From an optimization exercise on the open Yosys and OpenROAD flow, aimed at small area, a short achievable clock period and few clock cycles; shortcuts taken in it are not production practice.
Only simulation tests tie the RTL to the original design; equivalence was not proved.
Power figures rest on the tool's default switching activity, not on a simulated workload.

==> flow/design.v <==
module cmpsc_expand (
    input  wire        clk,
    input  wire        rst,
    input  wire        start,
    input  wire [3:0]  cdss,
    input  wire [18:0] origin_pg,      
    input  wire [2:0]  cbn_in,
    input  wire [30:0] src_addr_in,
    input  wire [31:0] src_len_in,
    input  wire [30:0] dst_addr_in,
    input  wire [31:0] dst_len_in,
    input  wire [31:0] budget,
    output wire        busy,
    output reg         done,
    output reg  [2:0]  status,
    output reg  [2:0]  cbn_out,
    output reg  [30:0] src_addr_out,
    output reg  [31:0] src_len_out,
    output reg  [30:0] dst_addr_out,
    output reg  [31:0] dst_len_out,
    output wire        mem_req,
    output wire        mem_we,
    output wire [27:0] mem_addr,
    output wire [63:0] mem_wdata,
    output wire [7:0]  mem_wstrb,
    input  wire        mem_gnt,
    input  wire        mem_rvalid,
    input  wire [63:0] mem_rdata
);
    localparam [2:0] ST_CC0 = 3'd0, ST_CC1 = 3'd1, ST_CC3 = 3'd3,
                     ST_DATA = 3'd4, ST_PARAM = 3'd5;
    localparam [2:0] S_IDLE  = 3'd0,
                     S_BOUND = 3'd1,    
                     S_SRC   = 3'd2,    
                     S_P1    = 3'd3,    
                     S_P1C   = 3'd4,    
                     S_P2    = 3'd5,    
                     S_P2C   = 3'd6,    
                     S_DRAIN = 3'd7;    
    reg [2:0]  state;
    reg [2:0]  c;             
    reg [18:0] origin;
    reg [14:0] ohi1;          
    reg [32:0] rem;           
    reg        committed;
    reg [63:0] sbuf;          
    reg [15:0] stail;         
    reg        sv;            
    reg        ahead;         
    reg [6:0]  hops;          
    reg [8:0]  sym_len;       
    reg        l_big;         
    reg [8:0]  lend;          
    reg [3:0]  pend;          
    reg [63:0] ent;
    reg        nxt;           
    reg [27:0] raddr;
    reg        rv;            
    reg        rw;            
    reg [27:0] waddr;
    reg [63:0] wdat;
    reg [7:0]  wstrb;
    reg [7:0]  ws2;           
    reg        wv;            
    reg        wnz;           
    reg        w2v;           
    assign mem_req   = rv | (wv & wnz);
    assign mem_we    = ~rv;
    assign mem_addr  = rv ? raddr : waddr;
    assign mem_wdata = wdat;
    assign mem_wstrb = wstrb;
    wire w_pres   = wv & wnz & ~rv;
    wire w_step   = wv & (~wnz | (~rv & mem_gnt));    
    wire free_nx  = ~wv | (~w2v & (~wnz | (~rv & mem_gnt)));
    wire [12:0] wmask    = 13'h1fff >> (3'd5 - c);
    wire [4:0]  cbn_w    = {2'b00, cbn_out} + {2'b01, c};
    wire [1:0]  need     = (cbn_w[2:0] != 3'd0) ? (cbn_w[4:3] + 2'd1) : cbn_w[4:3];
    wire [1:0]  adv      = cbn_w[4:3];
    wire [2:0]  lane     = src_addr_out[2:0];
    wire [3:0]  span     = {1'b0, lane} + {2'b00, need};
    wire [79:0] sb_shl   = {sbuf, 16'b0} << {lane, 3'b000};
    wire [23:0] win      = ahead ? (lane[0] ? {stail[7:0], sbuf[63:48]} : {stail, sbuf[63:56]})
                                 : sb_shl[79:56];
    wire [23:0] win_sh   = win >> rsh;
    wire [12:0] idx_val  = win_sh[12:0] & wmask;
    reg  [4:0]  rsh;          
    reg  [4:0]  x_rsh;        
    reg         xv;
    reg         dv;           
    reg  [12:0] x_idx;
    reg         x_lit;
    reg  [1:0]  x_adv;
    reg  [2:0]  x_cbn;        
    reg         x_cross;      
    reg         x_nextdw;     
    reg         x_short;      
    reg         x_bud;        
    reg         x_dz;         
    reg         x_dhz;        
    always @(posedge clk) begin
        x_idx    <= idx_val;
        x_lit    <= (idx_val[12:8] == 5'd0);
        x_adv    <= adv;
        x_cbn    <= cbn_w[2:0];
        x_rsh    <= 5'd16 - {2'b0, cbn_w[2:0]} - {2'b0, c};
        x_cross  <= span > 4'd8;
        x_nextdw <= ({1'b0, lane} + {2'b0, adv}) >= 4'd8;
        x_short  <= (src_len_out[31:2] == 30'd0) && (src_len_out[1:0] < need);
        x_bud    <= committed && (rem[32] || (rem == 33'd0));
        x_dz     <= (dst_len_out == 32'd0);
        x_dhz    <= (dst_len_out[31:9] == 23'd0);
    end
    wire [27:0] src_dw   = src_addr_out[30:3];
    function [27:0] ent_dw;
        input [12:0] p;
        reg   [4:0]  s;
        begin
            s      = {1'b0, origin[3:0]} + {1'b0, p[12:9]};
            ent_dw = {s[4] ? ohi1 : origin[14+4:4], s[3:0], p[8:0]};
        end
    endfunction
    wire [2:0]  e_psl    = ent[63:61];
    wire [1:0]  e_rsv    = ent[60:59];
    wire [2:0]  e_csl    = ent[58:56];
    wire [12:0] e_pptr   = ent[60:48];
    wire [7:0]  e_ofst   = ent[47:40];
    wire        e_root   = (e_psl == 3'd0);
    wire        e_bad    = e_root ? ((e_rsv != 2'b00) || (e_csl == 3'd0))
                                  : ((e_psl > 3'd5) || ((e_pptr & ~wmask) != 13'd0));
    wire [8:0]  e_len0   = e_root ? {6'b0, e_csl} : ({1'b0, e_ofst} + {6'b0, e_psl});
    wire [2:0]  dl       = dst_addr_out[2:0];
    wire [27:0] dq       = dst_addr_out[30:3];
    wire [8:0]  r_len    = (hops == 7'd0) ? {6'b0, e_csl} : sym_len;
    wire [2:0]  r_cnt    = (hops != 7'd0 && sym_len < {6'b0, e_csl}) ? sym_len[2:0] : e_csl;
    wire [3:0]  r_endl   = {1'b0, dl} + {1'b0, r_cnt};
    reg  [7:0]  r_s1, r_s2;
    reg  [8:0]  p_k0;         
    wire [8:0]  p_e      = p_k0 + {6'b0, e_psl};
    wire [5:0]  p_d      = p_k0[8:3];
    wire [5:0]  p_d1     = p_d + 6'd1;
    wire [5:0]  p_de     = p_e[8:3];
    wire        p_two    = (p_de != p_d);
    wire [5:0]  le_d     = lend[8:3];
    reg  [7:0]  p_s1, p_s2;
    function [7:0] clipm;      
        input [5:0] x;
        integer k;
        begin
            for (k = 0; k < 8; k = k + 1)
                clipm[7-k] = (x < le_d) || ((x == le_d) && (k < lend[2:0]));
        end
    endfunction
    function [7:0] protm;      
        input [5:0] x;
        integer k;
        begin
            for (k = 0; k < 8; k = k + 1)
                protm[7-k] = (x > {5'b0, pend[3]}) || ((x == {5'b0, pend[3]}) && (k >= pend[2:0]));
        end
    endfunction
    integer j;
    always @(*) begin
        for (j = 0; j < 8; j = j + 1) begin
            r_s1[7-j] = (j >= dl) && (j < r_endl);
            r_s2[7-j] = (j + 8 < r_endl);
            p_s1[7-j] = (j >= p_k0[2:0]) && (p_two || (j < p_e[2:0]));
            p_s2[7-j] = p_two && (j < p_e[2:0]);
        end
        p_s1 = p_s1 & clipm(p_d) & protm(p_d);
        p_s2 = p_s2 & clipm(p_d1) & protm(p_d1);
    end
    wire [2:0]  r_rot    = dl - 3'd1;
    wire [2:0]  p_rot    = p_k0[2:0] - 3'd3;
    wire [2:0]  e_rot    = (state == S_P1C) ? r_rot : p_rot;
    wire [63:0] e_dat    = {ent, ent} >> {e_rot, 3'b000};
    assign busy = (state != S_IDLE);
    task commit_src;
        begin
            src_addr_out <= src_addr_out + {29'b0, x_adv};
            src_len_out  <= src_len_out - {30'b0, x_adv};
            cbn_out      <= x_cbn;
            rsh          <= x_rsh;
            rem          <= rem - {31'b0, x_adv};
            committed    <= 1'b1;
            xv           <= 1'b0;
            if (x_nextdw) begin
                if (ahead) ahead <= 1'b0;
                else       sv    <= 1'b0;
            end
        end
    endtask
    task commit_dst;
        input [8:0] l;
        begin
            dst_addr_out <= dst_addr_out + {22'b0, l};
            dst_len_out  <= dst_len_out - {23'b0, l};
            dv           <= 1'b0;
        end
    endtask
    task wload;
        input [27:0] a;
        input [63:0] d;
        input [7:0]  s1;
        input [7:0]  s2;
        begin
            waddr <= a;
            wdat  <= d;
            wstrb <= s1;
            ws2   <= s2;
            wv    <= (s1 != 8'd0) || (s2 != 8'd0);
            wnz   <= (s1 != 8'd0);
            w2v   <= (s2 != 8'd0);
        end
    endtask
    task finish;
        input [2:0] st;
        begin
            status <= st;
            done   <= 1'b1;
            state  <= S_IDLE;
        end
    endtask
    always @(posedge clk) begin
        ohi1 <= origin[18:4] + 15'd1;
        xv   <= 1'b1;
        dv   <= 1'b1;
        begin
            done <= 1'b0;
            if (rv && mem_gnt) begin
                rv <= 1'b0;
                rw <= 1'b1;
            end
            if (mem_rvalid) rw <= 1'b0;
            if (w_step) begin
                if (w2v) begin
                    waddr <= waddr + 28'd1;
                    wstrb <= ws2;
                    wnz   <= 1'b1;
                    w2v   <= 1'b0;
                end else begin
                    wv <= 1'b0;
                end
            end
            case (state)
            S_IDLE: begin
                xv <= 1'b0;
                dv <= 1'b0;
                if (start) begin
                    c            <= cdss[2:0];
                    origin       <= origin_pg;
                    rem          <= {1'b0, budget};
                    committed    <= 1'b0;
                    sv           <= 1'b0;
                    ahead        <= 1'b0;
                    cbn_out      <= cbn_in;
                    rsh          <= 5'd16 - {2'b0, cbn_in} - {2'b0, cdss[2:0]};
                    src_addr_out <= src_addr_in;
                    src_len_out  <= src_len_in;
                    dst_addr_out <= dst_addr_in;
                    dst_len_out  <= dst_len_in;
                    if (cdss == 4'd0 || cdss > 4'd5) begin
                        status <= ST_PARAM;
                        done   <= 1'b1;
                    end else begin
                        state <= S_BOUND;
                    end
                end
            end
            S_BOUND: begin
                if (!xv) begin
                end else if (x_short) begin
                    if (free_nx) finish(ST_CC0);
                end else if (x_bud) begin
                    if (free_nx) finish(ST_CC3);
                end else if (!sv || (x_cross && !ahead)) begin
                    if (free_nx) begin
                        raddr <= sv ? src_dw + 28'd1 : src_dw;
                        rv    <= 1'b1;
                        state <= S_SRC;
                    end
                end else if (x_lit) begin
                    if (!dv) begin
                    end else if (x_dz) begin
                        if (free_nx) finish(ST_CC1);
                    end else if (!wv) begin
                        wload(dq, {8{x_idx[7:0]}}, 8'h80 >> dl, 8'h00);
                        commit_src;
                        commit_dst(9'd1);
                    end
                end else begin
                    if (free_nx) begin
                        hops  <= 7'd0;
                        raddr <= ent_dw(x_idx);
                        rv    <= 1'b1;
                        state <= S_P1;
                    end
                end
            end
            S_SRC: begin
                if (mem_rvalid) begin
                    if (sv) begin
                        stail <= sbuf[15:0];
                        ahead <= 1'b1;
                    end
                    sbuf  <= mem_rdata;
                    sv    <= 1'b1;
                    xv    <= 1'b0;
                    state <= S_BOUND;
                end
            end
            S_P1: begin
                if (mem_rvalid) begin
                    ent   <= mem_rdata;
                    raddr <= ent_dw(mem_rdata[63:61] == 3'd0 ? x_idx : mem_rdata[60:48]);
                    nxt   <= 1'b0;
                    if ((mem_rdata[63:61] != 3'd0 || hops != 7'd0) && free_nx) begin
                        rv  <= 1'b1;
                        nxt <= 1'b1;
                    end
                    state <= S_P1C;
                end
            end
            S_P1C: begin
                if (hops == 7'd0) begin
                    sym_len <= e_len0;
                    l_big   <= x_dhz && (dst_len_out[8:0] < e_len0);
                end
                if (e_bad || (!e_root && hops == 7'd127)) begin
                    status <= ST_DATA;
                    state  <= S_DRAIN;
                end else if (!e_root) begin
                    if (nxt || free_nx) begin
                        if (!nxt) rv <= 1'b1;
                        hops  <= hops + 7'd1;
                        state <= S_P1;
                    end
                end else if (!wv) begin
                    if (hops == 7'd0 ? (x_dhz && dst_len_out[8:0] < {6'b0, e_csl}) : l_big) begin
                        status <= ST_CC1;
                        state  <= S_DRAIN;
                    end else begin
                        wload(dq, e_dat, r_s1, r_s2);
                        lend <= {6'b0, dl} + sym_len;
                        pend <= {1'b0, dl} + {1'b0, e_csl};
                        commit_src;
                        if (hops == 7'd0) begin
                            commit_dst({6'b0, e_csl});
                            state <= S_BOUND;
                        end else begin
                            if (!nxt) rv <= 1'b1;
                            state <= S_P2;
                        end
                    end
                end
            end
            S_P2: begin
                if (mem_rvalid) begin
                    ent   <= mem_rdata;
                    p_k0  <= {6'b0, dl} + {1'b0, mem_rdata[47:40]};
                    raddr <= ent_dw(mem_rdata[60:48]);
                    hops  <= hops - 7'd1;
                    nxt   <= 1'b0;
                    if (hops != 7'd1 && free_nx) begin
                        rv  <= 1'b1;
                        nxt <= 1'b1;
                    end
                    state <= S_P2C;
                end
            end
            S_P2C: begin
                if (!wv) begin
                    wload(dq + {22'b0, p_d}, e_dat, p_s1, p_s2);
                    if (hops == 7'd0) begin
                        commit_dst(sym_len);
                        state <= S_BOUND;
                    end else begin
                        if (!nxt) rv <= 1'b1;
                        state <= S_P2;
                    end
                end else if (!nxt && hops != 7'd0 && free_nx) begin
                    rv  <= 1'b1;
                    nxt <= 1'b1;
                end
            end
            S_DRAIN: begin
                if (!rv && !rw && free_nx) begin
                    done  <= 1'b1;
                    state <= S_IDLE;
                end
            end
            default: state <= S_IDLE;
            endcase
        end
        if (rst) begin
            state <= S_IDLE;
            done  <= 1'b0;
            rv    <= 1'b0;
            rw    <= 1'b0;
            wv    <= 1'b0;
        end
    end
endmodule
==> flow/flow/run.sh <==
#!/bin/bash
# The standard ORFS flow (standard synthesis included), with these changes:
# - the resizer may swap cells of a different footprint (so the port
#   buffers can be resized),
# - every input and output port still gets a buffer, a plain buf_1.
# make's output goes to layout.log; ORFS keeps each step's log under orfs/logs.
set -o pipefail
bash standard.sh \
    MATCH_CELL_FOOTPRINT=0 \
    SETUP_SLACK_MARGIN=6.5 \
    "BUFFER_PORTS_ARGS=-buffer_cell sky130_fd_sc_hd__buf_1" \
    finish > layout.log 2>&1
==> flow/standard.sh <==
#!/bin/bash
# synth_recipe.tcl (not shown) runs the flow's synth.tcl, then flattens the netlist and writes it again
# the make line also repeats each setting of config.mk as NAME=value (left out here)
make -C /OpenROAD-flow-scripts/flow DESIGN_CONFIG=/design/flow/config.mk WORK_HOME=/design/flow/orfs CLKGATE_MAP_FILE= SYNTH_SCRIPT=/design/flow/synth_recipe.tcl "${@:-finish}"
==> flow/config.mk <==
export PLATFORM = sky130hd
export DESIGN_NAME = cmpsc_expand
export DESIGN_NICKNAME = cmpsc_expand
export VERILOG_FILES = /design/flow/design.v
export SDC_FILE = /design/flow/constraint.sdc
export NUM_CORES = 4
export LEC_CHECK = 0
export ABC_CLOCK_PERIOD_IN_PS = 4000
export CAP_MARGIN = 20
export CORE_MARGIN = 2
export CORE_UTILIZATION = 55
export PLACE_DENSITY = 0.7
export SETUP_SLACK_MARGIN = 5
export SLEW_MARGIN = 20
==> flow/constraint.sdc <==
create_clock -name core_clock -period 10.0 [get_ports {clk}]
set_input_delay 2.0000 -clock core_clock [delete_from_list [all_inputs] [get_ports {clk}]]
set_output_delay 2.0000 -clock core_clock [all_outputs]
set_load 0.01 [all_outputs]
==> reports/results.ini, run 1 <==
[outcome]
outcome=timing/DRC/antenna clean

[synth]
synth_nets=3956
yosysUniqueCellTypes=85
netlist.top_cell.by_area=edfxtp_1
synth.cell_area_um2=35240
avgSynthCellArea_um2=9.897
synth_top_area_share=0.4073
yosysWarnings=1
async_reset_ff_frac=0
yosysSeqAreaShare=0.4595
ys.flop_type=edfxtp_1
ys_seq_elements=570
synthTopCellsByArea=edfxtp_1 (41%), nand2_1 (5.6%), dfxtp_1 (5.2%)
synth-edff-count=478
synthCells=3561

[global_routing]
first_global_vias=28725
grt_antenna_before_repair=16
overflow=0
grt_pass1_wl_um=174000
grt_max_degree=87
grt.total_usage=0.3406

[critical_path]
startpoint_type=input pin
crit_fanout=8
crit_type=input pin to flip-flop
reg2regPathDepth=16
critical-path-max-stage-delay_ns=0.48
critPathBufInv=3
slowest_stage=or3_4
critPathArrivalTime_ns=4.19
required_ns=10.37
cp_num_cells=12
timing.rr.start=ent[57]
cp-end-kind=flip-flop
crit_chain=buf_8, or3_4, o21ai_4, inv_2, fa_2, nor2b_1, o21ai_1, nand2b_1, o21ai_4, buf_12, a22oi_2, o21ai_1
r2r-end=wnz
rrSetupSlack_ns=6.34
cp_top_family=simple AND/OR/NAND/NOR gates

[sta]
fin_crit_ns=3.821
finalSetupViolCount=0
finalSetupTns_ns=0
rsz0062_at_grt=true
max_slew_margin=0.3705
tightest_slew_ns=0.9443
fin_crit_sh=0.3821
hold_viol_final=0
max_freq_ghz=0.2617
maxSlewViolCount=0
fin_skew_ns=0.01809

[power]
pwr-share-seq=0.346
clkPwrFrac=0.183
p_switching_uw=5772
p_int_uw=7582
ir_worst_vdd_mv=0.2412
combPwrFrac=0.471
leakage_uw=0.01551
swShare=0.4323
power_density_nw_per_um2=316.2

[detailed_routing]
drt_iter0_drc=3721
wl_per_cell_um=23.70
wl_um=117500
firstDrtPassIters=6
drc=0
via_count=30795
via_per_inst=6.212
ant_nets=0

[clock_network]
cts_tree=built
cts_max_path_buffers=3
cts_buffers=61
insertion_delay_ns=0.66
htreeDepth=2
path_clk_slew_ns=0.06
postCtsHoldBufs=0
cts_root_buffer=clkbuf_16
cts_sinks=570

[floorplan]
die_h_um=257.1
core_area_um2=63200
die-area_um2=66120
die_x_um=257.1
ioPinCount=489
rows=92
start_util=0.5577

[cells_and_area]
nNetsFinal=4445
fill_cells=5005
drive_above_1_share=0.1321
syn2layout_area_growth_pct=19.84
ff_latch_area_um2=16210
multiInputGateArea_um2=18750
finalInstanceArea_um2=42240

[placed_design]
numPortBuffers=488
place_area_um2=37910
dp_hpwl_um=81750
place.gp.congestion=0.9712

[worst_hold_path]
hold_class=flip-flop to flip-flop
worst_hold_path.num_cells=1
whs_endpoint=x_bud
hp-start=committed

[run]
maxCapViolCount=0

[cell usage after synthesis (all sizes together), types with 21 or more instances]
library cell,count
o221ai,21
nand3,80
dfxtp,92
mux2i,171
a21oi,175
a21o,34
nor2b,28
nand4,35
nand2b,31
xor2,99
inv,118
buf,46
and3,24
mux2,47
nor4,36
xnor2,140
nor2,251
a221oi,21
nor3,76
a31oi,99
ha,122
edfxtp,478
o21ai,292
or3,24
mux4,43
nand2,530
a22oi,41
clkbuf,150
[worst reg2reg max path, delay by kind of cell (launching register included)]
| kind | cells | cell delay [ns] |
|---|---|---|
| AO/OA/AOI/OAI | 6 | 0.84 |
| XOR/XNOR | 1 | 0.22 |
| adder cells (fa/ha/maj) | 2 | 0.69 |
| buffers and inverters | 2 | 0.34 |
| flip-flops | 1 | 0.49 |
| multiplexers | 1 | 0.31 |
| AND/OR/NAND/NOR | 4 | 0.62 |
[per-layer routing]
| metal | share of wire | GRT usage |
|---|---|---|
| met5 | 0.00094 | 0 |
| met2 | 0.46 | 0.5326 |
| met3 | 0.095 | 0.06019 |
| met4 | 0.047 | 0.1432 |
| met1 | 0.40 | 0.4691 |
[cells by family (layout without fill, tap and decap cells)]
| logic type | count (synthesis) | in the layout | synth area share |
|---|---|---|---|
| AO/OA/AOI/OAI | 836 | 837 | 0.1453 |
| adder cells (fa/ha/maj) | 142 | 142 | 0.05467 |
| XOR/XNOR | 239 | 239 | 0.05939 |
| flip-flops | 570 | 570 | 0.4595 |
| multiplexers | 261 | 261 | 0.09106 |
| AND/OR/NAND/NOR | 1195 | 1196 | 0.1554 |
| buffers and inverters | 318 | 858 | 0.03461 |
| other | 0 | 8 | 0 |
[power by group through the flow]
stage / sequential (uW) / combinational [uW] / clock (uW)
detailed placement: 4650 / 5490 / 0
floorplan: 4550 / 3790 / 0
global route: 4700 / 6850 / 2540
finish: 4620 / 6290 / 2440
CTS: 4600 / 5990 / 2460
global placement: 4640 / 5430 / 0
[worst max-delay path by stage]
stage | from | slack [ns] | endpoint
after floorplan | start | 4.46 | cbn_out[0]
after global placement | state[0] | 4.59 | src_addr_out[30]
after detailed placement | state[0] | 4.59 | rem[15]
after CTS | rv | 6.26 | mem_addr[11]
after global routing | mem_rdata[62] | 6.07 | raddr[13]
final | mem_rdata[63] | 6.18 | raddr[15]
[area by class of cell]
cell class | instances | area share
antenna | 8 | 0.0004740
clock buffer | 67 | 0.03668
clock inverter | 49 | 0.01360
inverter | 122 | 0.01170
multi-input combinational | 2675 | 0.4440
sequential | 570 | 0.3838
tap | 846 | 0.02506
timing repair buffer | 620 | 0.08473
[flip-flops by register name, summed over array words and instances, names as in the netlist, 13 cells and up]
name          flops
dst_len_out      32
rem              33
src_addr_out     31
ohi1             15
ent              64
waddr            28
raddr            28
x_idx            13
dst_addr_out     31
origin           19
sbuf             64
src_len_out      32
stail            16
wdat             64
[metrics by stage]
stage / worst slack (ns) / hold slack [ns] / power [uW] / instances / utilization
global route: 6.070 / 0.4860 / 14090 / 4954 / 0.6682
global placement: 4.590 / 0.4352 / 10070 / 4739 / 0.5998
detailed placement: 4.586 / 0.4634 / 10140 / 4739 / 0.5998
floorplan: 4.459 / 0.4285 / 8338 / 3561 / -
finish: 6.179 / 0.4742 / 13350 / 4957 / 0.6683
CTS: 6.264 / 0.4785 / 13040 / 4925 / 0.6549
[cell usage in the layout (no fill, tap or decap), drive strengths merged, types with 10 or more instances in the layout]
cell type	count
o21ai	292
a221oi	21
nor3	76
clkinvlp	11
o221ai	21
buf	603
nor4	36
or3	24
xor2	99
dfxtp	92
o22ai	17
nand2	530
xnor2	140
a21oi	175
bufinv	10
and2	15
a21o	34
inv	124
nand4	35
mux2	47
edfxtp	478
nor2b	28
fa	20
mux4	43
or4	17
clkbuf	84
nor2	252
nand3b	11
clkinv	26
or2	18
nand2b	31
o211ai	20
a22oi	41
and3	24
a31oi	99
mux2i	171
ha	122
nand3	80
o31ai	10
a211oi	17
[what timing repair did]
action	4_1_cts	5_1_grt
setup buffers	59	19
setup endpoints to repair	624	350
endpoints found under the hold margin	0	0
gates resized for setup	210	157
cloned	11	5
pin swaps	21	45
Testbench counts, summed over its fixed seeds: cycles 33,084.
==> inputs of run 2 (changes only) <==
--- a/flow/design.v
+++ b/flow/design.v
@@ -113,2 +113,3 @@
     wire [27:0] src_dw   = src_addr_out[30:3];
+    wire        go_next  = xv && !x_short && !x_bud && sv && !(x_cross && !ahead) && !x_lit;
     function [27:0] ent_dw;
@@ -359,6 +360,6 @@
                     p_k0  <= {6'b0, dl} + {1'b0, mem_rdata[47:40]};
-                    raddr <= ent_dw(mem_rdata[60:48]);
+                    raddr <= ent_dw(hops == 7'd1 ? x_idx : mem_rdata[60:48]);
                     hops  <= hops - 7'd1;
                     nxt   <= 1'b0;
-                    if (hops != 7'd1 && free_nx) begin
+                    if (free_nx && (hops != 7'd1 || go_next)) begin
                         rv  <= 1'b1;
@@ -374,3 +375,3 @@
                         commit_dst(sym_len);
-                        state <= S_BOUND;
+                        state <= nxt ? S_P1 : S_BOUND;
                     end else begin
==> run 2 against run 1 <==
  * Clock power increased by 5%
  * Sequential share of layout area decreased by 0.48 points
  * Worst setup slack improved by 0.035 ns
  * Routed wire length decreased by 2.0%
  * Highest routed layer unchanged
  * Synthesized area increased by 1.8%
  * Non-clock buffer count increased by 1
  * Critical endpoint is now raddr[17]
  * Cell count increased by 1.6%
  * Core utilization decreased by 0.47 points
  * Fmax increased by 0.92%
  * Die area increased by 1.8%
  * Largest power group unchanged
  * Synthesized cell count increased by 1.8%
==> reports/results.ini, run 2 <==
[sta]
max_slew_margin=0.3031
rsz0062_at_grt=true
tightest_slew_ns=1.045
maxSlewViolCount=0
finalSetupTns_ns=0
worst_slack_ns=6.213
timing.hold.ws_ns=0.4822
hold_viol_final=0
fin_crit_sh=0.3787
finalSetupViolCount=0
fin_skew_ns=0.02017
fin_crit_ns=3.787
max_freq_ghz=0.2641

[global_routing]
grt.total_usage=0.3309
overflow=0
grt_antenna_before_repair=20
grt_pass1_wl_um=171400
first_global_vias=28941
grt_max_degree=100

[floorplan]
start_util=0.5566
ioPinCount=489
rows=93
die_h_um=259.4
core_area_um2=64460
die_x_um=259.4
die-area_um2=67300

[synth]
yosysWarnings=1
yosysSeqAreaShare=0.4514
ys.flop_type=edfxtp_1
synth-adder-area-share=0.05398
async_reset_ff_frac=0
synth.cell_area_um2=35880
ys_seq_elements=570
synth_mux_area_frac=0.08989
synth-edff-count=478
synth_xor_area_frac=0.06029
synthCells=3625
synth_common_cells=nand2_1 (540), edfxtp_1 (478), o21ai_0 (236)
avgSynthCellArea_um2=9.898
synth_top_area_share=0.4000
synth-simple-area-share=0.1557
synth_nets=4020
synth_top_family_by_area=simple AND/OR/NAND/NOR gates
netlist.top_cell.by_area=edfxtp_1
synth_compound_area_frac=0.1485
yosysMostFrequentCell=nand2_1
synthTopCellsByArea=edfxtp_1 (40%), nand2_1 (5.6%), mux2i_1 (5.6%)
yosysUniqueCellTypes=105

[cells_and_area]
final_common_cell=nand2_1
ff_latch_area_um2=16210
nNetsFinal=4511
multiInputGateArea_um2=19090
drive_above_1_share=0.1288
final_cell_mix=nand2_1 (535), edfxtp_1 (478), buf_1 (454), nor2_1 (221), o21ai_0 (210)
fill_cells=5141
top_regs=ent: 64 flops, sbuf: 64 flops, wdat: 64 flops
instances_no_fill=5036
syn2layout_area_growth_pct=19.22

[detailed_routing]
firstDrtPassIters=9
drc=0
drt_iter0_drc=3502
ant_nets=0
via_count=31065
wl_per_cell_um=22.87
via_per_inst=6.169
wl_um=115200

[clock_network]
postCtsHoldBufs=0
cts_tree=built
htreeDepth=3
insertion_delay_ns=0.62
cts_sinks=570
cts_max_path_buffers=3
cts_buffers=66
path_clk_slew_ns=0.06
cts_root_buffer=clkbuf_16

[placed_design]
place.gp.congestion=0.9717
dp_hpwl_um=80510
dp_slack_ns=4.946
place_inst=4796
numPortBuffers=488

[outcome]
outcome=timing/DRC/antenna clean

[critical_path]
critical-path-max-stage-delay_ns=0.46
crit_chain=buf_8, or3_4, nand2_2, nand2_2, ha_4, inv_2, fa_2, inv_2, a21o_1, a21oi_2, nand2_1, o21ai_2, and2_4, a22oi_2, o21ai_1
crit_fanout=8
startpoint_type=input pin
slowest_stage=or3_4
cp-end-kind=flip-flop
required_ns=10.45
crit_type=input pin to flip-flop
critPathArrivalTime_ns=4.24

[power]
power_uw=13120
combPwrFrac=0.460
p_switching_uw=5567
pwr-share-seq=0.345
swShare=0.4244
leakage_uw=0.01593
clkPwrFrac=0.195
p_int_uw=7550
ir_worst_vdd_mv=0.1900
power_density_nw_per_um2=306.6

[run]
maxCapViolCount=0

[worst_hold_path]
hold_class=flip-flop to flip-flop

run 2: changes by cell type in the layout (fill, tap and decap cells not counted), moves of 15 or more:
cell and change:
o21ai_1 +40, o21ai_0 -38, mux2i_1 +30, mux4_2 -27, nor2_1 -20, xor2_1 +16
and3_1 +15, nand2_1 +15
run 2: path summary, 6_finish.rpt:
kind | start | end | slack (ns) | cells past startpoint
worst max-delay path | mem_rdata[63] | raddr[17] | 6.21 | 15
worst min register to register | committed | x_bud | 0.48 | 1
worst max register to register | ent[57] | wv | 6.41 | 16
worst min-delay path | committed | x_bud | 0.48 | 1
run 2: logic make-up (layout without fill, tap and decap cells):
family	after synthesis	after routing
flops	570	570
buf+inv	338	878
simple gates	1201	1203
other cells	0	12
mux	283	283
compound gates	843	845
xor+xnor	247	247
fa+ha+maj	143	143
run 2: final cells by class:
| cell class | count | area share |
|---|---|---|
| timing repair inverter | 1 | 0.0001170 |
| timing repair buffer | 621 | 0.08333 |
| antenna | 12 | 0.0007019 |
| multi-input combinational | 2721 | 0.4462 |
| sequential | 570 | 0.3790 |
| tap | 855 | 0.02501 |
| clock buffer | 85 | 0.04346 |
| inverter | 135 | 0.01228 |
| clock inverter | 36 | 0.009886 |
run 2: what timing repair did:
action	4_1_cts	5_1_grt
gates resized for setup	241	92
cloned	16	3
buffers inserted	30	58
endpoints found under the setup margin	532	415
pin swaps	28	46
run 2: power groups by stage:
stage | sequential [uW] | clock [uW] | combinational (uW)
detailed placement | 4540 | 0 | 5290
CTS | 4500 | 2580 | 5680
global route | 4590 | 2670 | 6580
floorplan | 4420 | 0 | 3790
global placement | 4540 | 0 | 5210
finish | 4520 | 2560 | 6030
run 2: layer usage:
metal	global-route usage	up-vias	routed length, um
met5	0	-	135
met4	0.1509	20	5279
met3	0.06883	334	10990
met2	0.5111	1636	52260
met1	0.4492	14767	46480
li1	-	14308	-
run 2: critical path, delay by kind of cell:
kind	cells	cell delay, ns
AOI/OAI and AO/OA	5	0.72
adders and majority gates	2	0.35
and+or+nand+nor	5	0.97
buffers and inverters	3	0.18
run 2: stage by stage:
stage                     utilization  area, um2
after detailed placement       0.5935      38260
after CTS                      0.6491      41840
after floorplan                     -      36050
after global routing           0.6633      42760
after global placement         0.5935      38260
final                          0.6636      42780
Testbench counts of run 2, summed over its fixed seeds: cycles 31,960.
==> inputs of run 3 (changes only) <==
--- a/flow/design.v
+++ b/flow/design.v
@@ -12,3 +12,3 @@
     input  wire [31:0] budget,
-    output wire        busy,
+    output reg         busy,
     output reg         done,
@@ -20,5 +20,5 @@
     output reg  [31:0] dst_len_out,
-    output wire        mem_req,
-    output wire        mem_we,
-    output wire [27:0] mem_addr,
+    output reg         mem_req,
+    output reg         mem_we,
+    output reg  [27:0] mem_addr,
     output wire [63:0] mem_wdata,
@@ -59,2 +59,5 @@
     reg        rw;            
+    reg        rv_n, wv_n, wnz_n, w2v_n;
+    reg [2:0]  state_n;
+    reg [27:0] raddr_n, waddr_n;
     reg [27:0] waddr;
@@ -66,5 +69,2 @@
     reg        w2v;           
-    assign mem_req   = rv | (wv & wnz);
-    assign mem_we    = ~rv;
-    assign mem_addr  = rv ? raddr : waddr;
     assign mem_wdata = wdat;
@@ -122,2 +122,4 @@
     endfunction
+    wire [27:0] tgt_dw   = ent_dw(x_idx);               
+    wire [27:0] pp_dw    = ent_dw(mem_rdata[60:48]);    
     wire [2:0]  e_psl    = ent[63:61];
@@ -176,3 +178,2 @@
     wire [63:0] e_dat    = {ent, ent} >> {e_rot, 3'b000};
-    assign busy = (state != S_IDLE);
     task commit_src;
@@ -206,9 +207,25 @@
         begin
-            waddr <= a;
-            wdat  <= d;
-            wstrb <= s1;
-            ws2   <= s2;
-            wv    <= (s1 != 8'd0) || (s2 != 8'd0);
-            wnz   <= (s1 != 8'd0);
-            w2v   <= (s2 != 8'd0);
+            waddr_n = a;
+            wdat   <= d;
+            wstrb  <= s1;
+            ws2    <= s2;
+            wv_n    = (s1 != 8'd0) || (s2 != 8'd0);
+            wnz_n   = (s1 != 8'd0);
+            w2v_n   = (s2 != 8'd0);
+        end
+    endtask
+    task wload1;
+        input [27:0] a;
+        input [63:0] d;
+        input [7:0]  s1;
+        input [7:0]  s2;
+        input        two;
+        begin
+            waddr_n = a;
+            wdat   <= d;
+            wstrb  <= s1;
+            ws2    <= s2;
+            wv_n    = 1'b1;
+            wnz_n   = 1'b1;
+            w2v_n   = two;
         end
@@ -220,3 +237,3 @@
             done   <= 1'b1;
-            state  <= S_IDLE;
+            state_n  = S_IDLE;
         end
@@ -224,2 +241,9 @@
     always @(posedge clk) begin
+        state_n = state;
+        rv_n    = rv;
+        wv_n    = wv;
+        wnz_n   = wnz;
+        w2v_n   = w2v;
+        raddr_n = raddr;
+        waddr_n = waddr;
         ohi1 <= origin[18:4] + 15'd1;
@@ -230,3 +254,3 @@
             if (rv && mem_gnt) begin
-                rv <= 1'b0;
+                rv_n = 1'b0;
                 rw <= 1'b1;
@@ -236,8 +260,8 @@
                 if (w2v) begin
-                    waddr <= waddr + 28'd1;
-                    wstrb <= ws2;
-                    wnz   <= 1'b1;
-                    w2v   <= 1'b0;
+                    waddr_n = waddr + 28'd1;
+                    wstrb  <= ws2;
+                    wnz_n   = 1'b1;
+                    w2v_n   = 1'b0;
                 end else begin
-                    wv <= 1'b0;
+                    wv_n = 1'b0;
                 end
@@ -265,3 +289,3 @@
                     end else begin
-                        state <= S_BOUND;
+                        state_n = S_BOUND;
                     end
@@ -277,5 +301,5 @@
                     if (free_nx) begin
-                        raddr <= sv ? src_dw + 28'd1 : src_dw;
-                        rv    <= 1'b1;
-                        state <= S_SRC;
+                        raddr_n = sv ? src_dw + 28'd1 : src_dw;
+                        rv_n    = 1'b1;
+                        state_n = S_SRC;
                     end
@@ -286,3 +310,3 @@
                     end else if (!wv) begin
-                        wload(dq, {8{x_idx[7:0]}}, 8'h80 >> dl, 8'h00);
+                        wload1(dq, {8{x_idx[7:0]}}, 8'h80 >> dl, 8'h00, 1'b0);
                         commit_src;
@@ -293,5 +317,5 @@
                         hops  <= 7'd0;
-                        raddr <= ent_dw(x_idx);
-                        rv    <= 1'b1;
-                        state <= S_P1;
+                        raddr_n = tgt_dw;
+                        rv_n    = 1'b1;
+                        state_n = S_P1;
                     end
@@ -308,3 +332,3 @@
                     xv    <= 1'b0;
-                    state <= S_BOUND;
+                    state_n = S_BOUND;
                 end
@@ -314,9 +338,9 @@
                     ent   <= mem_rdata;
-                    raddr <= ent_dw(mem_rdata[63:61] == 3'd0 ? x_idx : mem_rdata[60:48]);
+                    raddr_n = (mem_rdata[63:61] == 3'd0) ? tgt_dw : pp_dw;
                     nxt   <= 1'b0;
                     if ((mem_rdata[63:61] != 3'd0 || hops != 7'd0) && free_nx) begin
-                        rv  <= 1'b1;
+                        rv_n  = 1'b1;
                         nxt <= 1'b1;
                     end
-                    state <= S_P1C;
+                    state_n = S_P1C;
                 end
@@ -330,8 +354,8 @@
                     status <= ST_DATA;
-                    state  <= S_DRAIN;
+                    state_n  = S_DRAIN;
                 end else if (!e_root) begin
                     if (nxt || free_nx) begin
-                        if (!nxt) rv <= 1'b1;
+                        if (!nxt) rv_n = 1'b1;
                         hops  <= hops + 7'd1;
-                        state <= S_P1;
+                        state_n = S_P1;
                     end
@@ -340,5 +364,5 @@
                         status <= ST_CC1;
-                        state  <= S_DRAIN;
+                        state_n  = S_DRAIN;
                     end else begin
-                        wload(dq, e_dat, r_s1, r_s2);
+                        wload1(dq, e_dat, r_s1, r_s2, r_endl[3] && r_endl != 4'd8);
                         lend <= {6'b0, dl} + sym_len;
@@ -348,6 +372,6 @@
                             commit_dst({6'b0, e_csl});
-                            state <= S_BOUND;
+                            state_n = S_BOUND;
                         end else begin
-                            if (!nxt) rv <= 1'b1;
-                            state <= S_P2;
+                            if (!nxt) rv_n = 1'b1;
+                            state_n = S_P2;
                         end
@@ -360,3 +384,3 @@
                     p_k0  <= {6'b0, dl} + {1'b0, mem_rdata[47:40]};
-                    raddr <= ent_dw(hops == 7'd1 ? x_idx : mem_rdata[60:48]);
+                    raddr_n = (hops == 7'd1) ? tgt_dw : pp_dw;
                     hops  <= hops - 7'd1;
@@ -364,6 +388,6 @@
                     if (free_nx && (hops != 7'd1 || go_next)) begin
-                        rv  <= 1'b1;
+                        rv_n  = 1'b1;
                         nxt <= 1'b1;
                     end
-                    state <= S_P2C;
+                    state_n = S_P2C;
                 end
@@ -375,9 +399,9 @@
                         commit_dst(sym_len);
-                        state <= nxt ? S_P1 : S_BOUND;
+                        state_n = nxt ? S_P1 : S_BOUND;
                     end else begin
-                        if (!nxt) rv <= 1'b1;
-                        state <= S_P2;
+                        if (!nxt) rv_n = 1'b1;
+                        state_n = S_P2;
                     end
                 end else if (!nxt && hops != 7'd0 && free_nx) begin
-                    rv  <= 1'b1;
+                    rv_n  = 1'b1;
                     nxt <= 1'b1;
@@ -388,6 +412,6 @@
                     done  <= 1'b1;
-                    state <= S_IDLE;
+                    state_n = S_IDLE;
                 end
             end
-            default: state <= S_IDLE;
+            default: state_n = S_IDLE;
             endcase
@@ -395,8 +419,19 @@
         if (rst) begin
-            state <= S_IDLE;
+            state_n = S_IDLE;
             done  <= 1'b0;
-            rv    <= 1'b0;
             rw    <= 1'b0;
-            wv    <= 1'b0;
+            rv_n   = 1'b0;
+            wv_n   = 1'b0;
         end
+        state <= state_n;
+        busy  <= (state_n != S_IDLE);
+        rv    <= rv_n;
+        wv    <= wv_n;
+        wnz   <= wnz_n;
+        w2v   <= w2v_n;
+        raddr <= raddr_n;
+        waddr <= waddr_n;
+        mem_req  <= rv_n | (wv_n & wnz_n);
+        mem_we   <= ~rv_n;
+        mem_addr <= rv_n ? raddr_n : waddr_n;
     end
==> run 3 against run 2 <==
  * First-iteration DRC count increased by 6.5%
  * Synthesized cell count increased by 2.2%
  * Final area increased by 1.9%
  * Clock-buffer cell count unchanged
  * Sequential power decreased by 27%
  * Non-clock buffer count increased by 34
  * Die area increased by 1.1%
  * Via count increased by 3.8%
  * Clock skew increased by 0.0031 ns
  * Critical path depth decreased by 4
  * Core utilization increased by 0.18 points
  * Critical endpoint is now mem_addr[19]
  * Highest routed layer unchanged
==> reports/results.ini, run 3 <==
[outcome]
outcome=timing/DRC/antenna clean

[detailed_routing]
via_per_inst=6.255
wl_um=121600
wl_per_cell_um=23.57
drt_iter0_drc=3729
via_count=32258
ant_nets=0
drc=0
firstDrtPassIters=7

[power]
swShare=0.3194
ir_worst_vdd_mv=0.1277
pwr-share-seq=0.438
clkPwrFrac=0.333
power_density_nw_per_um2=173.7
p_switching_uw=2420
p_int_uw=5155
combPwrFrac=0.229
leakage_uw=0.01631

[floorplan]
rows=94
core_area_um2=65510
ioPinCount=489
start_util=0.5541
die-area_um2=68070
die_x_um=260.9
die_h_um=260.9

[synth]
synthCells=3703
ys_seq_elements=601
yosysUniqueCellTypes=90
synth_top_area_share=0.3723
synth.cell_area_um2=36300
synth_nets=4093
async_reset_ff_frac=0
netlist.top_cell.by_area=edfxtp_1
synthTopCellsByArea=edfxtp_1 (37%), dfxtp_1 (8.3%), mux2i_1 (6.2%)
avgSynthCellArea_um2=9.802
yosysSeqAreaShare=0.4556
yosysMostFrequentCell=nand2_1
yosysWarnings=1
ys.flop_type=edfxtp_1
synth_common_cells=nand2_1 (493), edfxtp_1 (450), nor2_1 (275)
synth-edff-count=450

[global_routing]
grt_antenna_before_repair=8
grt_pass1_wl_um=178100
first_global_vias=29563
grt_max_degree=114
grt.total_usage=0.3431
overflow=0

[sta]
timing.hold.ws_ns=0.4526
max_freq_ghz=0.2784
hold_viol_final=0
finalSetupViolCount=0
worst_slack_ns=6.408
fin_crit_ns=3.592
finalSetupTns_ns=0
maxSlewViolCount=0
rsz0062_at_grt=true
max_slew_margin=0.2991
fin_skew_ns=0.02328
fin_crit_sh=0.3592
tightest_slew_ns=1.048

[cells_and_area]
final_common_cell=buf_1
top_regs=ent: 64 flops, sbuf: 64 flops, wdat: 64 flops
drive_above_1_share=0.1260
final_cell_mix=buf_1 (485), nand2_1 (481), edfxtp_1 (450), nor2_1 (263), o21ai_0 (238)
nNetsFinal=4623
finalInstanceArea_um2=43590
syn2layout_area_growth_pct=20.10
multiInputGateArea_um2=19560
fill_cells=5245
ff_latch_area_um2=16540

[critical_path]
cp-end-kind=flip-flop
r2r-end=mem_addr[0]
critPathBufInv=2
crit_chain=buf_8, ha_4, fa_2, a21o_1, a21oi_4, buf_12, mux2i_2, o221ai_2, o21ai_1, a21oi_2, mux2_4
rrSetupSlack_ns=6.48
startpoint_type=input pin
critPathArrivalTime_ns=4.10
reg2regPathDepth=11
crit_fanout=7
crit_type=input pin to flip-flop
slowest_stage=fa_2
required_ns=10.51
timing.rr.start=ahead
cp_top_family=compound AO/OA/AOI/OAI gates
critical-path-max-stage-delay_ns=0.34

[placed_design]
dp_hpwl_um=84320
place_area_um2=39120
place.gp.congestion=0.9521
dp_slack_ns=4.930
numPortBuffers=488

[clock_network]
cts_buffers=66
cts_sinks=601
insertion_delay_ns=0.62
cts_tree=built
cts_max_path_buffers=3
path_clk_slew_ns=0.06
cts_root_buffer=clkbuf_16
postCtsHoldBufs=0
htreeDepth=3

[run]
maxCapViolCount=0

[worst_hold_path]
worst_hold_path.num_cells=1
hp-start=committed
hold_class=flip-flop to flip-flop
whs_endpoint=x_bud

[run 3: changes by cell type after synthesis, moves of 13 or more]
cell      delta
buf_2       -20
dfxtp_1     +59
edfxtp_1    -28
nand2_1     -47
o21ai_1     -49
o21ai_0     +33
xor2_1      -19
clkbuf_1    +20
a21oi_1     +24
nor3_1      +16
mux2i_1     +25
inv_1       -13
nor2_1      +47
[run 3: power groups by stage]
stage	clock, uW	combinational, uW	sequential [uW]
2_1_floorplan	0	1060	3260
3_3_place_gp	0	1510	3360
3_5_place_dp	0	1530	3360
4_1_cts	2540	1630	3300
5_1_grt	2640	1880	3330
6_report	2520	1740	3310
[run 3: worst max-delay path by stage]
stage / startpoint / end / slack, ns / cells after the start
after floorplan: start / cbn_out[0] / 4.45 / 5
after CTS: ahead / mem_addr[0] / 6.34 / 11
after detailed placement: state[1] / dst_addr_out[15] / 4.93 / 15
after global routing: c[2] / mem_addr[2] / 6.31 / 12
final: mem_rdata[57] / mem_addr[19] / 6.41 / 11
after global placement: mem_rvalid / mem_addr[5] / 5.08 / 10
[run 3: cells by family (layout without fill, tap and decap cells)]
kind of cell               after synthesis  count (layout)  synth area share
muxes                                  304             304           0.09272
other                                    0               7                 0
buffers and inverters                  326             903           0.03564
AOI/OAI and AO/OA                      886             889            0.1537
DFF                                    601             601            0.4556
adders and majority gates              138             138           0.05143
xor gates and xnor gates               231             231           0.05574
and+or+nand+nor                       1217            1220            0.1553
[run 3: worst register-to-register path: cells and delay by family, from the launching register on]
kind / cells / cell delay (ns)
compound gates: 1 / 0.29
flops: 1 / 0.34
mux: 1 / 0.27
simple gates: 6 / 1.79
buf+inv: 3 / 0.72
[run 3: what timing repair did]
item                       4_1_cts  5_1_grt
setup endpoints to repair      522      256
gates resized for setup        143      110
buffers inserted                63       50
pin swaps                       29       42
cloned                          16        6
[run 3: layout make-up]
cell class	count	share of cell area
clock inverters	36	0.008811
inverters	124	0.01182
repair inverters	3	0.0008897
repair buffers	655	0.08326
clock buffers	85	0.04187
flip-flops and latches	601	0.3795
multi-input cells	2782	0.4486
well taps	864	0.02480
diodes	7	0.0004018
[run 3: per-layer routing]
layer	routed length (um)	global-route usage
met2	54200	0.5197
met4	4682	0.1367
met1	50300	0.4925
met3	12370	0.05565
met5	13	0
[run 3: per-stage QoR]
step / util / total power [uW] / instances
finish: 0.6655 / 7574 / 5157
global route: 0.6653 / 7852 / 5154
CTS: 0.6505 / 7476 / 5094
detailed placement: 0.5972 / 4891 / 4894
global placement: 0.5972 / 4871 / 4894
floorplan: - / 4317 / 3703
Testbench counts of run 3, summed over its fixed seeds: cycles 31,960.
==> inputs of run 4 (changes only) <==
--- a/flow/flow/run.sh
+++ b/flow/flow/run.sh
@@ -4,3 +4,5 @@
 #   buffers can be resized),
-# - every input and output port still gets a buffer, a plain buf_1.
+# - every input and output port still gets a buffer, a plain buf_1,
+# - the clock tree is built from smaller buffers (clkbuf_4, clkbuf_8 at the
+#   root), without dummy loads.
 # make's output goes to layout.log; ORFS keeps each step's log under orfs/logs.
@@ -11,2 +13,3 @@
     "BUFFER_PORTS_ARGS=-buffer_cell sky130_fd_sc_hd__buf_1" \
+    "CTS_ARGS=-sink_clustering_enable -repair_clock_nets -buf_list sky130_fd_sc_hd__clkbuf_4 -root_buf sky130_fd_sc_hd__clkbuf_8 -dont_use_dummy_load" \
     finish > layout.log 2>&1
==> run 4 against run 3 <==
  * Clock skew grew 0.074 ns
  * Die area is the same
  * Global-route usage grew 0.099 points
  * Critical endpoint is now mem_addr[17]
  * Largest cell class unchanged
  * Largest power group unchanged
==> reports/results.ini, run 4 <==
[critical_path]
crit_fanout=7
reg2regPathDepth=11
r2r-end=x_lit
crit_type=input pin to flip-flop
critPathArrivalTime_ns=4.21
required_ns=10.68
timing.rr.start=src_addr_out[1]
startpoint_type=input pin
rrSetupSlack_ns=6.57
cp-end-kind=flip-flop

[sta]
max_slew_margin=0.3062
hold_viol_final=0
tightest_slew_ns=1.037
max_freq_ghz=0.2832
rsz0062_at_grt=true
maxSlewViolCount=0
fin_crit_sh=0.3531
fin_skew_ns=0.09762
finalSetupTns_ns=0
fin_crit_ns=3.531
finalSetupViolCount=0

[synth]
async_reset_ff_frac=0
synthCells=3703
synth.cell_area_um2=36300
ys_seq_elements=601
synthTopCellsByArea=edfxtp_1 (37%), dfxtp_1 (8.3%), mux2i_1 (6.2%)
yosysMostFrequentCell=nand2_1
avgSynthCellArea_um2=9.802
synth_top_area_share=0.3723
yosysWarnings=1
synth_common_cells=nand2_1 (493), edfxtp_1 (450), nor2_1 (275)
netlist.top_cell.by_area=edfxtp_1
yosysUniqueCellTypes=90
ys.flop_type=edfxtp_1
synth-edff-count=450
synth_nets=4093
yosysSeqAreaShare=0.4556

[clock_network]
insertion_delay_ns=0.81
path_clk_slew_ns=0.07
cts_sinks=601
cts_buffers=159
cts_max_path_buffers=3
htreeDepth=4
cts_tree=built
cts_root_buffer=clkbuf_8

[global_routing]
grt_pass1_wl_um=178000
grt_antenna_before_repair=11
first_global_vias=30089
overflow=0
grt_max_degree=114
grt.total_usage=0.3440

[worst_hold_path]
hp-start=committed
hold_class=flip-flop to flip-flop
worst_hold_path.num_cells=1
whs_endpoint=x_bud

[cells_and_area]
finalInstanceArea_um2=42880
instances_no_fill=5249
nNetsFinal=4767
final_cell_mix=nand2_1 (485), buf_1 (475), edfxtp_1 (450), nor2_1 (264), o21ai_0 (240)
final_common_cell=nand2_1
top_regs=ent: 64 flops, sbuf: 64 flops, wdat: 64 flops
drive_above_1_share=0.1467
fin_util=0.6546
syn2layout_area_growth_pct=18.14

[floorplan]
start_util=0.5541
die_x_um=260.9
core_area_um2=65510
ioPinCount=489
rows=94
die_h_um=260.9
die-area_um2=68070

[power]
ir_worst_vdd_mv=0.1102
leakage_uw=0.01622
power_uw=6726
power_density_nw_per_um2=156.8

[placed_design]
place_inst=4894
place_area_um2=39120
numPortBuffers=488
dp_hpwl_um=84320
place.gp.congestion=0.9521

[detailed_routing]
via_per_inst=6.247
wl_per_cell_um=23.25
ant_nets=0
via_count=32793
drc=0
drt_iter0_drc=3782
firstDrtPassIters=6
wl_um=122000

[outcome]
outcome=timing/DRC/antenna clean

[run]
maxCapViolCount=0

-- run 4: cell counts after synthesis --
Identical to the previous run, type by type.
-- run 4: kinds of logic (layout without fill, tap and decap cells) --
| logic type | after synthesis | after routing | share of synthesized area |
|---|---|---|---|
| AO/OA/AOI/OAI | 886 | 888 | 0.1537 |
| XOR/XNOR | 231 | 231 | 0.05574 |
| adder cells (fa/ha/maj) | 138 | 138 | 0.05143 |
| buffers and inverters | 326 | 993 | 0.03564 |
| flip-flops | 601 | 601 | 0.4556 |
| multiplexers | 304 | 304 | 0.09272 |
| other | 0 | 10 | 0 |
| AND/OR/NAND/NOR | 1217 | 1220 | 0.1553 |
-- run 4: repair_timing --
item / CTS / global route
setup buffers: 100 / 64
pin swaps: 19 / 32
hold buffers: 0 / 0
endpoints found under the hold margin: 0 / 0
resized for setup: 131 / 105
cloned: 11 / 11
setup endpoints to repair: 539 / 219
-- run 4: stage by stage --
stage / hold slack [ns] / setup WS, ns
2_1_floorplan: 0.4267 / 4.454
3_3_place_gp: 0.4407 / 5.084
3_5_place_dp: 0.4394 / 4.930
4_1_cts: 0.4535 / 6.391
5_1_grt: 0.4931 / 6.394
6_report: 0.4475 / 6.469
-- run 4: layout make-up --
type	instances	area, um2
clock buffer	159	1200
inverter	124	528.0
timing repair buffer	706	4051
sequential	601	16550
timing repair inverter	4	38.79
tap	864	1081
antenna	10	25.02
multi-input combinational	2781	19410
fill	5443	22630
-- run 4: how the worst max path moves through the flow --
stage	from	endpoint	slack (ns)	cells after the start
finish	mem_rdata[57]	mem_addr[17]	6.47	12
global route	src_addr_out[1]	src_addr_out[1]	6.39	2
CTS	src_addr_out[1]	src_addr_out[1]	6.39	2
detailed placement	state[1]	dst_addr_out[15]	4.93	15
global placement	mem_rvalid	mem_addr[5]	5.08	10
floorplan	start	cbn_out[0]	4.45	5
-- run 4: worst max-delay path, cell delays in order --
cell,delay (ns)
clkbuf_2,0.14
ha_4,0.18
fa_2,0.35
a21o_1,0.19
a21oi_4,0.20
buf_12,0.14
clkbuf_16,0.14
mux2i_1,0.17
o22ai_1,0.11
a21oi_1,0.18
o21ai_1,0.13
mux2_4,0.27
-- run 4: layer usage --
metal	wire [um]	vias up	global-route usage
met4	4811	4	0.1473
met1	50510	15581	0.4914
met2	54310	1875	0.5136
met3	12370	295	0.06362
li1	-	15038	-
met5	20	-	0
-- run 4: power by group --
| part | switching (uW) | leakage, uW | internal, uW |
|---|---|---|---|
| clock network | 930 | 0.000734 | 725 |
| logic | 1070 | 0.0100 | 717 |
| registers | 276 | 0.00546 | 3010 |
==> inputs of run 5 (changes only) <==
--- a/flow/design.v
+++ b/flow/design.v
@@ -399,3 +399,11 @@
                         commit_dst(sym_len);
-                        state_n = nxt ? S_P1 : S_BOUND;
+                        if (nxt) begin
+                            state_n = S_P1;
+                        end else if (go_next) begin
+                            raddr_n = tgt_dw;
+                            rv_n    = 1'b1;
+                            state_n = S_P1;
+                        end else begin
+                            state_n = S_BOUND;
+                        end
                     end else begin
--- a/flow/flow/run.sh
+++ b/flow/flow/run.sh
@@ -11,3 +11,3 @@
     MATCH_CELL_FOOTPRINT=0 \
-    SETUP_SLACK_MARGIN=6.5 \
+    SETUP_SLACK_MARGIN=6.8 \
     "BUFFER_PORTS_ARGS=-buffer_cell sky130_fd_sc_hd__buf_1" \
==> run 5 against run 4 <==
  * Clock skew up 0.011 ns
  * Combinational power up 3%
  * Sequential share of layout area down 3.3 points
  * Non-clock buffer count up 215
  * Critical path type unchanged
  * Critical endpoint is now mem_addr[23]
  * Power up 0.35%
  * Synthesized cell count up 3.4%
  * Still clean
  * Largest power group unchanged
  * Global-route usage up 0.96 points
  * Fmax down 3.0%
  * Worst setup slack worse by 0.11 ns
  * Register-to-register slack better by 0.05 ns
  * First-iteration DRC count up 20%
  * Final area up 9.9%
==> reports/results.ini, run 5 <==
[synth]
yosysWarnings=1
netlist.top_cell.by_area=edfxtp_1
yosysMostFrequentCell=nand2_1
yosysSeqAreaShare=0.4467
synth_top_area_share=0.3650
synth.cell_area_um2=37020
ys_seq_elements=601
synthCells=3828
yosysUniqueCellTypes=87
ys.flop_type=edfxtp_1
synth-edff-count=450
async_reset_ff_frac=0
synth_nets=4218
avgSynthCellArea_um2=9.671
synth_common_cells=nand2_1 (516), edfxtp_1 (450), nor2_1 (294)
synthTopCellsByArea=edfxtp_1 (37%), dfxtp_1 (8.2%), mux2i_1 (6.5%)

[global_routing]
grt.total_usage=0.3537
overflow=0
grt_antenna_before_repair=15
first_global_vias=32168
grt_max_degree=125
grt_pass1_wl_um=190600

[cells_and_area]
syn2layout_area_growth_pct=27.26
final_cell_mix=nand2_1 (505), edfxtp_1 (450), buf_4 (362), nor2_1 (271), buf_1 (264)
drive_above_1_share=0.2672
final_common_cell=nand2_1
finalInstanceArea_um2=47120
nNetsFinal=5096
top_regs=ent: 64 flops, sbuf: 64 flops, wdat: 64 flops

[critical_path]
crit_chain=buf_8, ha_4, fa_2, a21o_1, a21oi_2, buf_6, buf_6, mux2i_1, nor3_1, or3_4, o22ai_2, nor2_2, mux2_4
slowest_stage=or3_4
rrSetupSlack_ns=6.62
path_common_cell=buf_6
critPathArrivalTime_ns=4.35
required_ns=10.70
crit_type=input pin to flip-flop
cp-end-kind=flip-flop
startpoint_type=input pin
critical-path-max-stage-delay_ns=0.38
crit_fanout=6

[power]
leakage_uw=0.01842
power_uw=6750
power_density_nw_per_um2=143.3
pwr-share-seq=0.476
p_switching_uw=2211
combPwrFrac=0.274
clkPwrFrac=0.250
ir_worst_vdd_mv=0.1083
swShare=0.3275
p_int_uw=4539

[placed_design]
place.gp.congestion=0.9803
dp_hpwl_um=87790
dp_slack_ns=4.904
place_area_um2=40020
numPortBuffers=488

[floorplan]
rows=95
start_util=0.5532
die_h_um=263.4
die-area_um2=69400
core_area_um2=66920
ioPinCount=489
die_x_um=263.4

[sta]
fin_crit_sh=0.3641
max_freq_ghz=0.2747
hold_viol_final=0
maxSlewViolCount=0
fin_crit_ns=3.641
finalSetupViolCount=0
worst_slack_ns=6.359
max_slew_margin=0.2986
fin_skew_ns=0.1087
finalSetupTns_ns=0
rsz0062_at_grt=true
tightest_slew_ns=1.052

[detailed_routing]
ant_nets=0
via_per_inst=6.374
via_count=35639
drc=0
wl_per_cell_um=23.64
wl_um=132200
drt_iter0_drc=4534
firstDrtPassIters=8

[clock_network]
cts_buffers=161
postCtsHoldBufs=0
cts_max_path_buffers=3
htreeDepth=4
path_clk_slew_ns=0.06
cts_root_buffer=clkbuf_8
cts_tree=built
insertion_delay_ns=0.85
cts_sinks=601

[worst_hold_path]
hold_class=flip-flop to flip-flop

[outcome]
outcome=timing/DRC/antenna clean

[run]
maxCapViolCount=0

## run 5: cell count changes after synthesis, sizes merged, moves of 13 or more
cell / delta
a21oi: -14
a221oi: +21
a22o: +13
mux2i: +13
nand2: +23
nor2: +17
nor3: +13
## run 5: layout make-up
class	count	area [um2]
timing repair buffer	921	6446
fill	5088	19810
inverter	130	523.0
timing repair inverter	2	13.76
antenna	14	35.03
sequential	601	16620
tap	873	1092
multi-input combinational	2889	21170
clock buffer	161	1215
## run 5: path summary, 6_finish.rpt
kind                      start  depth (start not counted)            to
hold / removal         x_rsh[0]                          2        rsh[0]
hold reg to reg        x_rsh[0]                          2        rsh[0]
setup / recovery  mem_rdata[57]                         13  mem_addr[23]
setup reg to reg      origin[0]                         11  mem_addr[15]
## run 5: power groups by stage
stage	clock, uW	combinational (uW)	sequential (uW)
finish	1690	1850	3210
global route	1810	1970	3230
CTS	1700	1640	3190
detailed placement	0	1310	3280
global placement	0	1290	3290
floorplan	0	893	3200
## run 5: kinds of logic after synthesis
| logic type | synth area share |
|---|---|
| AO/OA/AOI/OAI | 0.1588 |
| multiplexers | 0.09382 |
| adder cells (fa/ha/maj) | 0.05042 |
| buffers and inverters | 0.03589 |
| XOR/XNOR | 0.05489 |
| flip-flops | 0.4467 |
| AND/OR/NAND/NOR | 0.1595 |
## run 5: layer usage
| layer | wire [um] | global-route usage | vias up |
|---|---|---|---|
| met4 | 6392 | 0.1452 | 12 |
| li1 | - | - | 15910 |
| met5 | 81 | 0 | - |
| met2 | 57630 | 0.5321 | 2412 |
| met3 | 15370 | 0.08540 | 506 |
| met1 | 52690 | 0.4905 | 16799 |
## run 5: repair_timing
| action | 4_1_cts | 5_1_grt |
|---|---|---|
| setup buffers | 212 | 158 |
| gates cloned | 9 | 13 |
| setup endpoints to repair | 792 | 652 |
| pin swaps | 36 | 117 |
| resized for setup | 517 | 307 |
## run 5: metrics by stage
stage / std cells / hold slack (ns) / utilization
after global placement: 5023 / 0.4742 / 0.5980
after floorplan: 3828 / 0.4267 / -
after detailed placement: 5023 / 0.4763 / 0.5980
after CTS: 5405 / 0.4772 / 0.6652
after global routing: 5586 / 0.5178 / 0.7039
final: 5591 / 0.4793 / 0.7040
## run 5: critical path, delay by kind of cell
family | cells | cell delay, ns
compound gates | 3 | 0.49
fa+ha+maj | 2 | 0.48
buf+inv | 3 | 0.39
mux | 2 | 0.46
simple gates | 3 | 0.53
Testbench counts of run 5, summed over its fixed seeds: cycles 31,584.
==> inputs of run 6 (changes only) <==
--- a/flow/flow/run.sh
+++ b/flow/flow/run.sh
@@ -11,3 +11,3 @@
     MATCH_CELL_FOOTPRINT=0 \
-    SETUP_SLACK_MARGIN=6.8 \
+    SETUP_SLACK_MARGIN=6.2 \
     "BUFFER_PORTS_ARGS=-buffer_cell sky130_fd_sc_hd__buf_1" \
==> run 6 against run 5 <==
  * Routed wire length decreased by 11%
  * Die area unchanged
  * Highest routed layer unchanged
  * Clock-buffer cell count increased by 2
  * Non-clock buffer count decreased by 368
  * Sequential power increased by 1%
  * Via count decreased by 8.0%
  * Largest cell class unchanged
  * Fmax decreased by 4.0%
  * Critical path type unchanged
  * Clock power about the same
  * Flip-flop and latch count unchanged
  * Combinational power decreased by 28%
  * First-iteration DRC count decreased by 14%
==> reports/results.ini, run 6 <==
[global_routing]
overflow=0
grt.total_usage=0.3312
met3_usage=0.06968
grt_pass1_wl_um=178200
grtUsageMet1=0.4715
grt_busiest_layer=met2
use_met2=0.4958
grt_max_degree=97
first_global_vias=30107
grt_antenna_before_repair=14

[synth]
synth_common_cells=nand2_1 (516), edfxtp_1 (450), nor2_1 (294)
synth_nets=4218
async_reset_ff_frac=0
synth_xor_area_frac=0.05489
yosysUniqueCellTypes=87
yosysSeqAreaShare=0.4467
netlist.top_cell.by_area=edfxtp_1
synth-simple-area-share=0.1595
synth-edff-count=450
synth.cell_area_um2=37020
synthTopCellsByArea=edfxtp_1 (37%), dfxtp_1 (8.2%), mux2i_1 (6.5%)
yosysMostFrequentCell=nand2_1
synth-adder-area-share=0.05042
synth_top_area_share=0.3650
ys_seq_elements=601
synth_mux_area_frac=0.09382
synthCells=3828
synth_top_family_by_area=simple AND/OR/NAND/NOR gates
avgSynthCellArea_um2=9.671
yosysWarnings=1
synth_compound_area_frac=0.1588
ys.flop_type=edfxtp_1

[critical_path]
required_ns=10.64
crit_chain=clkbuf_2, ha_4, fa_2, a21o_1, a21oi_2, buf_6, buf_12, mux2i_1, nor3_1, or3_1, o22ai_1, nor2_1, mux2_2
reg2regPathDepth=13
rrSetupSlack_ns=6.34
crit_fanout=8
slowest_stage=fa_2
cp-end-kind=flip-flop
crit_type=input pin to flip-flop
critical-path-max-stage-delay_ns=0.34
critPathArrivalTime_ns=4.43
startpoint_type=input pin

[floorplan]
die_h_um=263.4
die-area_um2=69400
rows=95
start_util=0.5532
ioPinCount=489
core_area_um2=66920
die_x_um=263.4

[outcome]
outcome=timing/DRC/antenna clean

[power]
ir_worst_vdd_mv=0.1179
p_int_uw=4233
pwr-share-seq=0.519
p_switching_uw=2026
combPwrFrac=0.213
power_uw=6259
swShare=0.3237
clkPwrFrac=0.268
leakage_uw=0.01537
power_density_nw_per_um2=150.6

[run]
maxCapViolCount=0

[detailed_routing]
wl_per_cell_um=22.61
drt_iter0_drc=3883
wl_um=117900
ant_nets=0
firstDrtPassIters=8
via_per_inst=6.285
drc=0
via_count=32780

[sta]
maxSlewViolCount=0
fin_skew_ns=0.1226
max_freq_ghz=0.2637
finalSetupViolCount=0
rsz0062_at_grt=false
timing.hold.ws_ns=0.4576
hold_viol_final=0
max_slew_margin=0.2587
tightest_slew_ns=1.112
fin_crit_sh=0.3792
fin_crit_ns=3.792
finalSetupTns_ns=0

[clock_network]
htreeDepth=4
insertion_delay_ns=0.83
cts_sinks=601
cts_buffers=163
postCtsHoldBufs=0
cts_tree=built
cts_max_path_buffers=3
path_clk_slew_ns=0.06
cts_root_buffer=clkbuf_8

[worst_hold_path]
hold_class=flip-flop to flip-flop
worst_hold_path.num_cells=2

[cells_and_area]
final_common_cell=nand2_1
drive_above_1_share=0.09760
syn2layout_area_growth_pct=12.22
nNetsFinal=4726
final_cell_mix=nand2_1 (513), buf_1 (486), edfxtp_1 (450), nor2_1 (290), o21ai_0 (275)
top_regs=ent: 64 flops, sbuf: 64 flops, wdat: 64 flops
fill_cells=5863

[placed_design]
numPortBuffers=488
place.gp.congestion=0.9910
dp_hpwl_um=86520

-- run 6: metal layers --
| metal | share of wire | vias to the layer above |
|---|---|---|
| li1 | - | 15152 |
| met1 | 0.42 | 15601 |
| met2 | 0.44 | 1745 |
| met3 | 0.10 | 272 |
| met4 | 0.035 | 10 |
| met5 | 0.00049 | - |
-- run 6: final timing paths --
| path | start | to |
|---|---|---|
| max | mem_rdata[57] | mem_addr[23] |
| min | x_rsh[4] | rsh[4] |
| max reg2reg | state[0] | dst_len_out[30] |
| min reg2reg | x_rsh[4] | rsh[4] |
-- run 6: power by group through the flow --
stage          logic (uW)  registers, uW  clock network, uW
2_1_floorplan         875           3200                  0
4_1_cts              1300           3240               1710
3_3_place_gp         1260           3290                  0
3_5_place_dp         1280           3290                  0
5_1_grt              1460           3260               1820
6_report             1340           3250               1680
-- run 6: repair_timing --
item | 4_1_cts | 5_1_grt
pin swaps | 2 | 7
cloned | 1 | 0
buffers inserted | 3 | 18
gates resized for setup | 37 | 41
setup endpoints to repair | 284 | 189
-- run 6: critical path: cells and delay by family --
family                   cells  cell delay, ns
AND/OR/NAND/NOR              3            0.50
buffers and inverters        3            0.45
AO/OA/AOI/OAI                3            0.45
adder cells (fa/ha/maj)      2            0.53
multiplexers                 2            0.48
-- run 6: cell families (layout without fill, tap and decap cells) --
group                      Yosys count  in the layout
buffers and inverters              341            846
DFF                                601            601
other                                0              9
AOI/OAI and AO/OA                  923            923
muxes                              315            315
adders and majority gates          138            138
and+or+nand+nor                   1278           1279
xor gates and xnor gates           232            232
-- run 6: cell type report --
type                            count  area (um2)  share of cell area
Antenna cell                        9       22.52           0.0005421
Clock buffer                      163        1230             0.02960
Inverter                          130       501.7             0.01208
Multi-Input combinational cell   2887       19730              0.4748
Sequential cell                   601       16540              0.3982
Tap cell                          873        1092             0.02629
Timing Repair Buffer              553        2431             0.05851
-- run 6: through the flow --
step | worst slack, ns | cell area (um2) | std cells | utilization
CTS | 6.220 | 41170 | 5188 | 0.6152
floorplan | 5.724 | 37310 | 3828 | -
finish | 6.208 | 41550 | 5216 | 0.6208
global placement | 5.031 | 39760 | 5021 | 0.5941
detailed placement | 4.920 | 39760 | 5021 | 0.5941
global route | 6.203 | 41530 | 5211 | 0.6207

==> separate check: timing with driven ports <==
In the flow no input, the clock included, has a driving cell. The finished layouts below were timed again as built, in two steps. Step 1, drivers: a clkbuf_16 drives clk and a buf_2 each remaining input, both assumed. Step 2 moves the port delays by t, midway between the first and last clock arrival at a register: inputs arrive t later, outputs are due t later. That takes back most of the time a late clock gives input paths. Slacks: no drivers / after step 1 / after step 2; pairs: no drivers / after step 1.
run	t, ns	setup slack, ns	worst register clock-pin slew, ns
run 1	0.716	6.179 / 6.200 / 5.492	0.07 / 0.07
run 2	0.680	6.213 / 6.233 / 5.562	0.06 / 0.06
run 3	0.679	6.408 / 6.397 / 5.717	0.07 / 0.07
run 4	0.832	6.469 / 6.401 / 5.666	0.07 / 0.07
run 5	0.858	6.359 / 6.343 / 5.485	0.08 / 0.08
run 6	0.840	6.208 / 6.198 / 5.358	0.07 / 0.07
After both steps setup and hold are still met in every run listed. The setup slack of run 5, which loses most, moves by -0.016 ns with the drivers and by -0.874 ns with both steps.
